Background: an optimization exercise with open tools, aiming at small area, a short achievable clock period and few clock cycles. Do not read the settings as production practice. The RTL was checked by simulation tests, not by an equivalence proof against the original design. Power and IR drop assume default switching activity.

### design/flow/design.v
module lce #(
    parameter MAX_LEN = 64,
    parameter IDXW    = 8             
) (
    input  wire                    clk,
    input  wire                    rst,         
    input  wire                    in_valid,
    input  wire                    in_kind,     
    input  wire [15:0]             in_data,     
    output wire                    in_ready,
    output wire [7:0]              status,
    output wire [15:0]             flags,
    output wire [IDXW-1:0]         nbits,
    output wire [IDXW-1:0]         nsig,
    output wire [IDXW-1:0]         pal_start,
    output wire [IDXW-1:0]         pal_len,
    output wire [IDXW-1:0]         zr_start,
    output wire [IDXW-1:0]         zr_count,
    output wire [MAX_LEN-1:0]      bits_buf,
    output wire [4*MAX_LEN-1:0]    sig_buf
);
    localparam M  = 2*MAX_LEN + 1;    
    localparam BW = $clog2(MAX_LEN);  
    localparam [1:0] LV_ZERO = 2'b00, LV_POS = 2'b01, LV_NEG = 2'b11;
    localparam [1:0] ERR_INVSEL = 2'd1, ERR_CAP = 2'd2, ERR_PRECOND = 2'd3;
    localparam [2:0] S_IDLE = 3'd0, S_ENC = 3'd1, S_B8ZS = 3'd2, S_HDB3 = 3'd3,
                     S_ZRUN = 3'd4, S_PAL_C = 3'd5, S_PAL_X = 3'd6;
    reg [MAX_LEN-1:0]   bits_q;
    reg [4*MAX_LEN-1:0] sig_q;
    reg [IDXW-1:0]      nbits_q, nsig_q;
    reg                 fault_q;
    reg [1:0]           errcode_q;
    reg [2:0]           sig_scheme_q;
    reg [1:0]           sig_scr_q;
    reg                 double_q, pal_valid_q, zr_valid_q;
    reg [IDXW-1:0]      pal_start_q, pal_len_q, zr_start_q, zr_count_q;
    reg [2:0]           state_q;
    reg [2:0]           scheme_q;      
    reg [IDXW-1:0]      idx_q;
    reg                 runvar_q;      
    reg [3:0]           zc_q;
    reg                 oc_q;          
    reg                 subpol_q;      
    reg [IDXW-1:0]      cur_start_q, cur_len_q;
    reg [IDXW-1:0]      p_q [0:M-1];   
    reg [IDXW-1:0]      cen_q, rgt_q, rad_q, best_len_q, best_cen_q;
    assign in_ready  = (state_q == S_IDLE);
    assign status    = {4'b0, errcode_q, fault_q, ~in_ready};
    assign flags     = {8'b0, zr_valid_q, pal_valid_q, double_q, sig_scr_q, sig_scheme_q};
    assign nbits     = nbits_q;
    assign nsig      = nsig_q;
    assign pal_start = pal_start_q;
    assign pal_len   = pal_len_q;
    assign zr_start  = zr_start_q;
    assign zr_count  = zr_count_q;
    assign bits_buf  = bits_q;
    assign sig_buf   = sig_q;
    function [1:0] lv;                
        input pos;
        lv = pos ? LV_POS : LV_NEG;
    endfunction
    wire [3:0] grp = in_data[15:12];
    wire [3:0] sel = in_data[11:8];
    wire       imm_zero = (in_data[7:0] == 8'd0);
    wire is_nop   = imm_zero && grp == 4'd0 && sel == 4'd0;
    wire is_clrb  = imm_zero && grp == 4'd0 && sel == 4'd1;
    wire is_enc   = imm_zero && grp == 4'd2 && sel <= 4'd4;
    wire is_snone = imm_zero && grp == 4'd3 && sel == 4'd0;
    wire is_scr   = imm_zero && grp == 4'd3 && (sel == 4'd1 || sel == 4'd2);
    wire is_apal  = imm_zero && grp == 4'd4 && sel == 4'd0;
    wire is_azrun = imm_zero && grp == 4'd4 && sel == 4'd1;
    wire cmd_valid = is_nop | is_clrb | is_enc | is_snone | is_scr | is_apal | is_azrun;
    wire scr_ok    = (sig_scheme_q == 3'd4) && (sig_scr_q == 2'd0);
    wire [1:0] sig_i   = sig_q[2*idx_q +: 2];
    wire       bit_i   = bits_q[idx_q[BW-1:0]];
    wire [IDXW:0] m_len = {nbits_q, 1'b1};               
    wire [3:0] zc_inc  = (sig_i == LV_ZERO) ? zc_q + 4'd1 : 4'd0;
    wire [IDXW-1:0] mirror = {cen_q[IDXW-2:0], 1'b0} - idx_q;    
    wire [IDXW-1:0] p_mir  = p_q[mirror];
    wire [IDXW-1:0] to_rgt = rgt_q - idx_q;
    wire [IDXW:0] lpos     = {1'b0, idx_q} - {1'b0, rad_q} - 1'b1;
    wire [IDXW:0] rpos     = {1'b0, idx_q} + {1'b0, rad_q} + 1'b1;
    wire          l_ok     = ({1'b0, idx_q} >= {1'b0, rad_q} + 1'b1);
    wire          r_ok     = (rpos < m_len);
    wire          t_eq     = ~lpos[0] || (bits_q[lpos[BW:1]] == bits_q[rpos[BW:1]]);
    wire          expand   = l_ok && r_ok && t_eq;
    always @(posedge clk) begin
        if (rst) begin
            state_q      <= S_IDLE;
            nbits_q      <= 0;
            nsig_q       <= 0;
            fault_q      <= 1'b0;
            errcode_q    <= 2'd0;
            sig_scheme_q <= 3'd7;
            sig_scr_q    <= 2'd0;
            double_q     <= 1'b0;
            pal_valid_q  <= 1'b0;
            zr_valid_q   <= 1'b0;
            pal_start_q  <= 0;
            pal_len_q    <= 0;
            zr_start_q   <= 0;
            zr_count_q   <= 0;
            scheme_q     <= 3'd0;
            idx_q        <= 0;
            runvar_q     <= 1'b0;
            zc_q         <= 4'd0;
            oc_q         <= 1'b0;
            subpol_q     <= 1'b1;
            cur_start_q  <= 0;
            cur_len_q    <= 0;
            cen_q        <= 0;
            rgt_q        <= 0;
            rad_q        <= 0;
            best_len_q   <= 0;
            best_cen_q   <= 0;
        end else begin
            case (state_q)
            S_IDLE: if (in_valid && !fault_q) begin
                if (in_kind) begin
                    if (nbits_q == MAX_LEN) begin
                        fault_q   <= 1'b1;
                        errcode_q <= ERR_CAP;
                    end else begin
                        bits_q[nbits_q[BW-1:0]] <= in_data[0];
                        nbits_q         <= nbits_q + 1'b1;
                        pal_valid_q     <= 1'b0;
                    end
                end else if (!cmd_valid) begin
                    fault_q   <= 1'b1;
                    errcode_q <= ERR_INVSEL;
                end else if (is_clrb) begin
                    nbits_q     <= 0;
                    pal_valid_q <= 1'b0;
                end else if (is_enc) begin
                    scheme_q <= sel[2:0];
                    idx_q    <= 0;
                    runvar_q <= (sel[2:0] == 3'd4);
                    state_q  <= S_ENC;
                end else if (is_scr) begin
                    if (!scr_ok) begin
                        fault_q   <= 1'b1;
                        errcode_q <= ERR_PRECOND;
                    end else begin
                        idx_q    <= 0;
                        zc_q     <= 4'd0;
                        oc_q     <= 1'b0;
                        subpol_q <= 1'b1;
                        state_q  <= (sel == 4'd1) ? S_B8ZS : S_HDB3;
                    end
                end else if (is_azrun) begin
                    idx_q       <= 0;
                    zr_start_q  <= 0;
                    zr_count_q  <= 0;
                    cur_start_q <= 0;
                    cur_len_q   <= 0;
                    state_q     <= S_ZRUN;
                end else if (is_apal) begin
                    idx_q      <= 0;
                    cen_q      <= 0;
                    rgt_q      <= 0;
                    best_len_q <= 0;
                    best_cen_q <= 0;
                    state_q    <= S_PAL_C;
                end
            end
            S_ENC: begin
                if (idx_q == nbits_q) begin
                    nsig_q       <= (scheme_q == 3'd2 || scheme_q == 3'd3) ? {nbits_q[IDXW-2:0], 1'b0} : nbits_q;
                    sig_scheme_q <= scheme_q;
                    sig_scr_q    <= 2'd0;
                    double_q     <= (scheme_q == 3'd2 || scheme_q == 3'd3);
                    zr_valid_q   <= 1'b0;
                    state_q      <= S_IDLE;
                end else begin
                    case (scheme_q)
                    3'd0: sig_q[2*idx_q +: 2] <= lv(bit_i);                  
                    3'd1: begin                                              
                        sig_q[2*idx_q +: 2] <= lv(runvar_q ^ bit_i);
                        runvar_q            <= runvar_q ^ bit_i;
                    end
                    3'd2: begin                                              
                        sig_q[4*idx_q +: 2]     <= lv(~bit_i);
                        sig_q[4*idx_q + 2 +: 2] <= lv(bit_i);
                    end
                    3'd3: begin                                              
                        sig_q[4*idx_q +: 2]     <= lv(runvar_q ^ ~bit_i);
                        sig_q[4*idx_q + 2 +: 2] <= lv(runvar_q ^ bit_i);
                        runvar_q                <= runvar_q ^ bit_i;
                    end
                    default: begin                                           
                        if (bit_i) begin
                            sig_q[2*idx_q +: 2] <= lv(runvar_q);
                            runvar_q            <= ~runvar_q;
                        end else begin
                            sig_q[2*idx_q +: 2] <= LV_ZERO;
                        end
                    end
                    endcase
                    idx_q <= idx_q + 1'b1;
                end
            end
            S_B8ZS: begin
                if (idx_q == nsig_q) begin
                    sig_scr_q  <= 2'd1;
                    zr_valid_q <= 1'b0;
                    state_q    <= S_IDLE;
                end else begin
                    if (zc_inc == 4'd8) begin
                        sig_q[2*(idx_q-2) +: 2] <= lv(subpol_q);
                        sig_q[2*idx_q +: 2]     <= lv(~subpol_q);
                        subpol_q <= ~subpol_q;
                        zc_q     <= 4'd0;
                    end else begin
                        zc_q <= zc_inc;
                    end
                    idx_q <= idx_q + 1'b1;
                end
            end
            S_HDB3: begin
                if (idx_q == nsig_q) begin
                    sig_scr_q  <= 2'd2;
                    zr_valid_q <= 1'b0;
                    state_q    <= S_IDLE;
                end else begin
                    if (sig_i != LV_ZERO) begin
                        oc_q <= ~oc_q;
                        zc_q <= 4'd0;
                    end else if (zc_inc == 4'd4) begin
                        if (!oc_q)
                            sig_q[2*(idx_q-3) +: 2] <= lv(subpol_q);
                        sig_q[2*idx_q +: 2] <= lv(subpol_q);
                        subpol_q <= ~subpol_q;
                        oc_q     <= 1'b0;
                        zc_q     <= 4'd0;
                    end else begin
                        zc_q <= zc_inc;
                    end
                    idx_q <= idx_q + 1'b1;
                end
            end
            S_ZRUN: begin
                if (idx_q == nsig_q) begin
                    zr_valid_q <= 1'b1;
                    state_q    <= S_IDLE;
                end else begin
                    if (sig_i == LV_ZERO) begin
                        if (cur_len_q == 0)
                            cur_start_q <= idx_q;
                        cur_len_q <= cur_len_q + 1'b1;
                        if (cur_len_q + 1'b1 > zr_count_q) begin
                            zr_count_q <= cur_len_q + 1'b1;
                            zr_start_q <= (cur_len_q == 0) ? idx_q : cur_start_q;
                        end
                    end else begin
                        cur_len_q <= 0;
                    end
                    idx_q <= idx_q + 1'b1;
                end
            end
            S_PAL_C: begin
                if ({1'b0, idx_q} == m_len) begin
                    pal_len_q   <= best_len_q;
                    pal_start_q <= (best_cen_q - best_len_q) >> 1;
                    pal_valid_q <= 1'b1;
                    state_q     <= S_IDLE;
                end else begin
                    if (idx_q < rgt_q)
                        rad_q <= (to_rgt < p_mir) ? to_rgt : p_mir;
                    else
                        rad_q <= 0;
                    state_q <= S_PAL_X;
                end
            end
            S_PAL_X: begin
                if (expand) begin
                    rad_q <= rad_q + 1'b1;
                end else begin
                    p_q[idx_q] <= rad_q;
                    if (idx_q + rad_q > rgt_q) begin
                        cen_q <= idx_q;
                        rgt_q <= idx_q + rad_q;
                    end
                    if (rad_q > best_len_q) begin
                        best_len_q <= rad_q;
                        best_cen_q <= idx_q;
                    end
                    idx_q   <= idx_q + 1'b1;
                    state_q <= S_PAL_C;
                end
            end
            default: state_q <= S_IDLE;
            endcase
        end
    end
endmodule
### design/flow/run.sh
#!/bin/bash
# synth_recipe.tcl (not shown) runs the flow's synth.tcl, then flattens the netlist and writes it again
# the make line also repeats each setting of config.mk as NAME=value (left out here)
make -C /OpenROAD-flow-scripts/flow DESIGN_CONFIG=/design/flow/config.mk WORK_HOME=/design/flow/orfs CLKGATE_MAP_FILE= SYNTH_SCRIPT=/design/flow/synth_recipe.tcl finish
### design/flow/config.mk
export PLATFORM = sky130hd
export DESIGN_NAME = lce
export DESIGN_NICKNAME = lce
export VERILOG_FILES = /design/flow/design.v
export SDC_FILE = /design/flow/constraint.sdc
export NUM_CORES = 4
export LEC_CHECK = 0
export CAP_MARGIN = 20
export CORE_MARGIN = 2
export CORE_UTILIZATION = 40
export SLEW_MARGIN = 20
### design/flow/constraint.sdc
create_clock -name core_clock -period 10.0 [get_ports {clk}]
set_input_delay 2.0000 -clock core_clock [delete_from_list [all_inputs] [get_ports {clk}]]
set_output_delay 2.0000 -clock core_clock [all_outputs]
set_load 0.01 [all_outputs]
==> results by group <==
Run status
  – Outcome: no timing/DRC/antenna violations

Placement
  – GP Congestion: about 1.1
  – Area of placed instances: 89200 sq um
  – DP HPWL: 313000 um
  – IO buf count: 399

Setup path
  – CP arrival: around 9 ns
  – R2R depth: 18
  – CP endpoint kind: flip-flop
  – Worst R2R Start: idx_q[1]
  – Startpoint Class: flip-flop
  – Max Fanout on Critical Path: 44
  – Crit Path Category: reg2reg
  – WP data required: 10.61 ns
  – Reg-to-reg critical path endpoint: sig_q[205]
  – Reg-to-reg slack, setup: between 1.5 and 2 ns

Floorplanning
  – Initial Util: 40.2%
  – Die height: between 400 and 500 um
  – Die outline area: between 200000 and 250000 sq um
  – # rows: about 170
  – Core ar.: slightly above 200000 sq um
  – I/O pins: about 410
  – Floorplan die width: around 450 um

Global routing
  – GRT overflow: 0
  – Total track usage: approximately 42%
  – Largest net degree at the start of global routing: between 100 and 150
  – Global-route wire length before repair: 593000 um
  – Initial antenna violation count: 50
  – Vias in the first global route: ~67000

Cells and area
  – Commonest cells after routing, fill and taps aside: edfxtp_1, nor2_1, nand2_1
  – Post-layout util: between 40% and 50%
  – Commonest non-fill, non-tap cell in the layout: edfxtp_1
  – Share of layout cells above drive strength 1: between 10% and 20%
  – Nets: between 7000 and 8000
  – Area growth, synth to finish: 17.0%
  – Fillers: approximately 18000
  – Max FFs per register: ~1000
  – Final instance area: approximately 95000 sq um
  – Biggest register: p_q

Clock network
  – Clock Sinks: 1486
  – Total CTS buffers: ~170
  – CTS resizes: 0
  – Setup bufs post-CTS: 0
  – H-tree levels: 4
  – Hold buffer count at CTS: 0
  – CTS tree: built
  – Root buffer cell: clkbuf_16
  – Bufs on Longest Clock Path: 3
  – Worst-Skew Late Latency: a little under 0.9 ns
  – Reg clk slew, reported paths: roughly 0.060 ns

Timing
  – Hold Violations, Final: 0
  – Slew Viols, Final: 0
  – Unrepaired setup endpoints after global routing: false
  – Max Clock Skew: 0.0631 ns
  – Final period util: between 80% and 90%
  – Measured slew at the worst slew-check pin: ~1.4 ns
  – Worst slew margin: a little under a tenth
  – Setup-failing EPs final: 0
  – Fmax achieved: 0.119 GHz
  – Post-layout min period: approximately 8.4 ns
  – Accumulated negative setup slack: 0 ns

Power and ir drop
  – Worst IR Drop VDD: about 190 uV
  – Pwr/cell area: 193 nW/um^2
  – Leak: 30.1 nW

Routing
  – Routed vias/inst: between 7 and 8
  – Routed wire length per instance: between 40 and 50 um
  – Post-DRT Antenna Nets: 0
  – Final wirelength: about 450000 um
  – Initial DRC count: between 10000 and 15000
  – Initial DRT Pass Iterations: 12
  – Post-route DRC: 0
  – Vias: roughly 73000

Synth
  – Cell Area, Synth: between 80000 and 90000 sq um
  – Asr flop ratio synth: 0%
  – Top-area cell type share of the netlist area: between 50% and 60%
  – Post-synthesis cell count: ~7100
  – Top cells by area, synth: edfxtp_1, mux4_2, nor2_1, dfxtp_1, nand2_1
  – Area leader, netlist: edfxtp_1
  – Post-synth EDFFs: 1352
  – Synth Flop Type: edfxtp_1
  – Register area share after synthesis: 53.4%
  – Ys Warns: 1
  – Mapped Avg Cell Area: between 10 and 15 sq um
  – Distinct cell type count after synthesis: 103
  – Synthesis-stage register bit count: around 1500

Hold path
  – Hold WC Path Type: reg2reg
  – Hold depth: 2
  – Hold Path Origin: zr_start_q[6]
  – WHS Endpoint: zr_start_q[6]

Job
  – Max Cap Viol: 0
## cells in the mapped netlist (all sizes together) (34+ instances only)
cell type	number
a211oi	81
a21oi	482
a22o	49
a22oi	58
a31oi	103
and3	37
buf	142
clkbuf	330
dfxtp	134
edfxtp	1352
ha	117
inv	152
mux2i	96
mux4	367
nand2	702
nand2b	36
nand3	177
nand4	54
nor2	834
nor2b	37
nor3	226
nor4	34
o211ai	110
o21ai	442
o221ai	55
o22ai	146
or3	35
xnor2	90
## cell families (layout without fill, tap and decap cells)
logic type / count (synthesis) / in the layout / synth area share, %
DFF: 1486 / 1486 / 53.4
muxes: 484 / 484 / 11.7
xor gates and xnor gates: 118 / 118 / 1.30
other: 1 / 50 / 0.00462
AOI/OAI and AO/OA: 1980 / 1980 / 16.0
buffers and inverters: 627 / 1150 / 3.26
and+or+nand+nor: 2260 / 2260 / 12.4
adders and majority gates: 123 / 123 / 1.95
## power by group
part	internal, mW	switching [mW]	total [mW]
Clock	3.50	2.81	6.31
Sequential	6.94	0.253	7.19
Combinational	1.69	3.13	4.82
Total	12.1	6.19	18.3
## worst max-delay path by stage
stage             start    endpoint  slack [ns]  cells past startpoint
3_3_place_gp   idx_q[1]  sig_q[205]        2.15                     18
6_report       idx_q[1]  sig_q[205]        1.63                     18
3_5_place_dp   idx_q[1]  sig_q[205]        1.93                     18
2_1_floorplan  idx_q[0]    sig_q[0]        0.04                     11
4_1_cts        idx_q[1]  sig_q[205]        1.95                     18
5_1_grt        idx_q[1]  sig_q[205]        1.39                     18
## critical path, cell delays in order (launching register included)
cell and delay [ns]:
dfxtp_4 0.90, inv_1 0.42, ha_1 0.41, xnor2_1 0.44, and2_1 0.24, nand3_1 0.11
a211oi_1 0.70, inv_1 0.23, ha_1 0.36, nand4bb_1 0.18, or3_1 0.35, a221oi_1 0.54
nand3_1 0.66, nor2_1 0.91, nand2_1 0.64, o32ai_1 0.41, mux2i_1 0.14, a222oi_1 0.34
o21ai_0 0.13
## per-stage QoR
step | total power, mW | hold slack (ns) | std cells | setup slack, ns
after floorplan | 9.94 | 0.439 | 7091 | 0.0378
after detailed placement | 12.0 | 0.461 | 9976 | 1.93
after global placement | 11.9 | 0.457 | 9974 | 2.15
final | 18.3 | 0.473 | 10323 | 1.63
after CTS | 18.2 | 0.470 | 10285 | 1.95
after global routing | 18.7 | 0.491 | 10289 | 1.39
## cell type report
| class | count | area [sq um] | area share, % |
|---|---|---|---|
| Sequential cell | 1486 | 43300 | 45.7 |
| Multi-Input combinational cell | 4978 | 35700 | 37.7 |
| Tap cell | 2672 | 3340 | 3.52 |
| Clock inverter | 105 | 1090 | 1.15 |
| Antenna cell | 37 | 92.6 | 0.0976 |
| Clock buffer | 204 | 4470 | 4.71 |
| Inverter | 155 | 583 | 0.614 |
| Timing Repair Buffer | 686 | 6260 | 6.60 |
## metal layers
metal	up-vias	GRT usage, %	part of all wire (%)
li1	28539	-	-
met1	36843	56.2	38
met2	6353	58.4	41
met3	1534	15.5	14
met4	20	25.2	7.5
met5	-	0	0.029
Testbench counts, summed over its fixed seeds: cycles 149,299.

afterwards: timing with drivers on the ports:
How much do the figures lean on ideal ports? The routed layout below was timed once more, with nothing changed but the port constraints.
Step 1 (the two cells are an assumption about what drives the block):
set clk [get_ports {clk}]
set_driving_cell -lib_cell sky130_fd_sc_hd__clkbuf_16 $clk
set_driving_cell -lib_cell sky130_fd_sc_hd__buf_2 [delete_from_list [all_inputs] $clk]
Step 2 also shifts input and output timing later by t, the mid clock arrival at the registers, as if the neighbouring blocks saw the same clock.
a / b / c = ideal ports / drivers / drivers and shift; a / b = the first two.
t, ns: 0.921
setup WS [ns]: 1.629 / 1.629 / 1.629
worst setup path after step 2: register to register
After both steps this run still meets setup and hold. The setup slack of this run moves by 0.000 ns with the drivers and by 0.000 ns with both steps.
